Context: an optimization exercise on an open-source flow, tuned for small area. The choices shown serve that exercise and are no tape-out recipe. In this exercise RTL edits were held to simulation tests only and were not proved equivalent to the original.

// ppm_core
module ppm_core (
    input  wire         clk,
    input  wire         rst,             
    input  wire         dec_reset,       
    input  wire         dec_ready,       
    input  wire         dec_kick,        
    input  wire         ppm_in,          
    input  wire         dec_msg_valid,   
    input  wire [31:0]  dec_msg_src,
    output wire         dec_msg_ready,
    output wire         dec_out_valid,   
    output wire [31:0]  dec_out_dst,
    output wire [191:0] dec_out_data,
    input  wire         dec_out_pop,
    output wire         dec_malformed,
    input  wire         enc_reset,       
    input  wire         enc_ready,       
    input  wire         enc_kick,        
    input  wire         enc_msg_valid,   
    input  wire [8:0]   enc_msg_len,
    input  wire [191:0] enc_msg_data,
    output wire         enc_msg_ready,
    output wire         ppm_out          
);
    localparam integer CPU = 10;         
    ppm_dec #(.CPU(CPU), .Q_IN_CAP(4), .Q_OUT_CAP(4)) u_dec (
        .clk       (clk),
        .rst       (rst | dec_reset),
        .pin       (ppm_in),
        .ready_set (dec_ready),
        .kick_set  (dec_kick),
        .msg_valid (dec_msg_valid),
        .msg_src   (dec_msg_src),
        .msg_ready (dec_msg_ready),
        .out_valid (dec_out_valid),
        .out_dst   (dec_out_dst),
        .out_data  (dec_out_data),
        .out_pop   (dec_out_pop),
        .malformed (dec_malformed)
    );
    ppm_enc #(.CPU(CPU), .Q_IN_CAP(4)) u_enc (
        .clk       (clk),
        .rst       (rst | enc_reset),
        .ready_set (enc_ready),
        .kick_set  (enc_kick),
        .msg_valid (enc_msg_valid),
        .msg_len   (enc_msg_len),
        .msg_data  (enc_msg_data),
        .msg_ready (enc_msg_ready),
        .ppm_out   (ppm_out)
    );
endmodule
For scale: roughly 2900 cells after synthesis, roughly 1100 flip-flops, ~0.041 sq mm of cells after synthesis.
export LEC_CHECK = 0
export CAP_MARGIN = 20
export CORE_MARGIN = 2
export CORE_UTILIZATION = 40
export SLEW_MARGIN = 20
create_clock -name core_clock -period 20.0 [get_ports {clk}]
standard.sh (not shown) runs the stock make flow with config.mk's settings and CLKGATE_MAP_FILE= SYNTH_SCRIPT=/design/flow/synth_recipe.tcl, a recipe that flattens the netlist after the stock synthesis.
==> flow/flow/run.sh <==
#!/bin/bash
# The standard layout (standard.sh, synthesis unchanged) with two changes:
# port buffers are buf_1 cells, and CTS clusters up to 25 sinks within
# 100 um per leaf buffer and inserts no dummy loads.
set -euo pipefail
bash standard.sh \
  'BUFFER_PORTS_ARGS=-buffer_cell sky130_fd_sc_hd__buf_1' \
  'CTS_ARGS=-sink_clustering_enable -repair_clock_nets -sink_clustering_size 25 -sink_clustering_max_diameter 100 -dont_use_dummy_load' \
  finish > standard_flow.log 2>&1
==> next run, changes <==
==> flow/flow/run.sh (replaced) <==
#!/bin/bash
# The standard layout (standard.sh, synthesis unchanged) with three changes:
# port buffers are buf_1 cells; CTS clusters up to 25 sinks within 100 um
# per leaf buffer and inserts no dummy loads; the constant outputs keep the
# synthesis's tie cell instead of one tie cell each.
set -euo pipefail
bash standard.sh \
  'BUFFER_PORTS_ARGS=-buffer_cell sky130_fd_sc_hd__buf_1' \
  'CTS_ARGS=-sink_clustering_enable -repair_clock_nets -sink_clustering_size 25 -sink_clustering_max_diameter 100 -dont_use_dummy_load' \
  'SKIP_REPAIR_TIE_FANOUT=1' \
  finish > standard_flow.log 2>&1
Setup slack improves by 0.073 ns.
Cell area goes down by 0.53%.
Synthesized area does not change.


Another version of the RTL of ppm_core (not shown whole).
For scale: about 2800 cells after synthesis, ~1100 flip-flops, about 470 I/O pins, about 43000 um2 of cells after synthesis.
Design ppm_core, start of the top module:
module ppm_core (
    input  wire         clk,
    input  wire         rst,             
    input  wire         dec_reset,       
    input  wire         dec_ready,       
    input  wire         dec_kick,        
    input  wire         ppm_in,          
    input  wire         dec_msg_valid,   
    input  wire [31:0]  dec_msg_src,
    output wire         dec_msg_ready,
    output wire         dec_out_valid,   
    output wire [31:0]  dec_out_dst,
    output wire [191:0] dec_out_data,
    input  wire         dec_out_pop,
    output wire         dec_malformed,
    input  wire         enc_reset,       
    input  wire         enc_ready,       
    input  wire         enc_kick,        
    input  wire         enc_msg_valid,   
    input  wire [8:0]   enc_msg_len,
    input  wire [191:0] enc_msg_data,
    output wire         enc_msg_ready,
    output wire         ppm_out          
);
    localparam integer CPU = 10;         
    ppm_dec #(.CPU(CPU), .Q_IN_CAP(4), .Q_OUT_CAP(4)) u_dec (
        .clk       (clk),
        .rst       (rst | dec_reset),
        .pin       (ppm_in),
        .ready_set (dec_ready),
        .kick_set  (dec_kick),
        .msg_valid (dec_msg_valid),
        .msg_src   (dec_msg_src),
        .msg_ready (dec_msg_ready),
        .out_valid (dec_out_valid),
        .out_dst   (dec_out_dst),
        .out_data  (dec_out_data),
        .out_pop   (dec_out_pop),
        .malformed (dec_malformed)
    );
    ppm_enc #(.CPU(CPU), .Q_IN_CAP(4)) u_enc (
  ...
clock: 20.0 ns
lec_check: 0
cap_margin: 20
core_margin: 2
core_utilization: 40
slew_margin: 20
==> flow/flow/run.sh <==
#!/bin/bash
# The standard layout (standard.sh, synthesis unchanged) with two changes:
# port buffers are buf_1 cells, and CTS clusters up to 25 sinks within
# 100 um per leaf buffer and inserts no dummy loads.
set -euo pipefail
bash standard.sh \
  'BUFFER_PORTS_ARGS=-buffer_cell sky130_fd_sc_hd__buf_1' \
  'CTS_ARGS=-sink_clustering_enable -repair_clock_nets -sink_clustering_size 25 -sink_clustering_max_diameter 100 -dont_use_dummy_load' \
  finish > standard_flow.log 2>&1
The baseline finished with timing, DRC and antenna clean.
Next try:
==> flow/run.sh (new file) <==
#!/bin/bash
# synth_recipe.tcl (not shown) runs the flow's synth.tcl, then flattens the netlist and writes it again
# the make line also repeats each setting of config.mk as NAME=value (left out here)
make -C /OpenROAD-flow-scripts/flow DESIGN_CONFIG=/design/flow/config.mk WORK_HOME=/design/flow/orfs CLKGATE_MAP_FILE= SYNTH_SCRIPT=/design/flow/synth_recipe.tcl finish
removed: flow/flow/run.sh
removed: flow/standard.sh
The new run completed without violations.
Worst hold slack is about the same.
Maximum frequency is lower by 13%.
Die area does not change.


== run a ==
Another version of the RTL of ppm_core (not shown whole).
For scale: about 3300 cells after synthesis, about 1100 flip-flops, roughly 470 I/O pins.
Settings: LEC_CHECK=0, CAP_MARGIN=20, CORE_MARGIN=2, CORE_UTILIZATION=40, SLEW_MARGIN=20; clock period 20.0 ns.
==> flow/flow/run.sh <==
#!/bin/bash
# The standard layout (standard.sh, synthesis unchanged) with three changes:
# port buffers are buf_1 cells; CTS clusters up to 25 sinks within 100 um
# per leaf buffer and inserts no dummy loads; the constant outputs keep the
# synthesis's tie cell instead of one tie cell each.
set -euo pipefail
bash standard.sh \
  'BUFFER_PORTS_ARGS=-buffer_cell sky130_fd_sc_hd__buf_1' \
  'CTS_ARGS=-sink_clustering_enable -repair_clock_nets -sink_clustering_size 25 -sink_clustering_max_diameter 100 -dont_use_dummy_load' \
  'SKIP_REPAIR_TIE_FANOUT=1' \
  finish > standard_flow.log 2>&1
Run a finished all stages; the layout is clean.
### run a -> run b
--- a/flow/flow/run.sh
+++ b/flow/flow/run.sh
@@ -3 +3 @@
-# port buffers are buf_1 cells; CTS clusters up to 25 sinks within 100 um
+# port buffers are buf_1 cells; CTS clusters up to 28 sinks within 100 um
@@ -9 +9 @@
-  'CTS_ARGS=-sink_clustering_enable -repair_clock_nets -sink_clustering_size 25 -sink_clustering_max_diameter 100 -dont_use_dummy_load' \
+  'CTS_ARGS=-sink_clustering_enable -repair_clock_nets -sink_clustering_size 28 -sink_clustering_max_diameter 100 -dont_use_dummy_load' \
## What came out
On non-filler instance count after layout, run a and run b are basically level.
Run b leaves less setup margin than run a.
The clock buffer count from CTS number comes out higher for run a vs run b.
Relative to run a, slew at the pin closest to its max-slew limit has increased by 0.018 ns in run b.
Run a and run b ended up with nearly the same final area.

## port drivers added, routing unchanged
In the flow no input, the clock included, has a driving cell. The finished layouts below were timed again as built, in two steps. Step 1 (the two cells are an assumption about what drives the block):
set clk [get_ports {clk}]
set_driving_cell -lib_cell sky130_fd_sc_hd__clkbuf_16 $clk
set_driving_cell -lib_cell sky130_fd_sc_hd__buf_2 [delete_from_list [all_inputs] $clk]
Step 2 also shifts input and output timing later by t, the mid clock arrival at the registers, as if the neighbouring blocks saw the same clock. Three values: ideal ports, drivers, drivers and shift; two values: the first two.
run | shift t [ns] | setup slack, ns | worst register clock-pin slew, ns | worst slew at a driven data input, ns
the first run of note 1 | 0.686 | 11.880 / 11.813 / 12.499 | 0.10 / 0.10 | 0.13
the second run of note 1 | 0.705 | 11.953 / 11.883 / 12.069 | 0.10 / 0.10 | 0.12
the first run of note 2 | 0.706 | 12.565 / 12.493 / 12.519 | 0.10 / 0.10 | 0.11
the second run of note 2 | 0.760 | 11.489 / 11.417 / 11.629 | 0.07 / 0.07 | 0.13
run a | 0.707 | 13.425 / 13.374 / 12.667 | 0.10 / 0.10 | 0.18
run b | 0.697 | 13.397 / 13.346 / 12.650 | 0.11 / 0.11 | 0.19
After both steps setup and hold are still met in every run listed. For run a, which loses most, drivers alone change the setup slack by -0.051 ns; drivers and shift together by -0.758 ns.
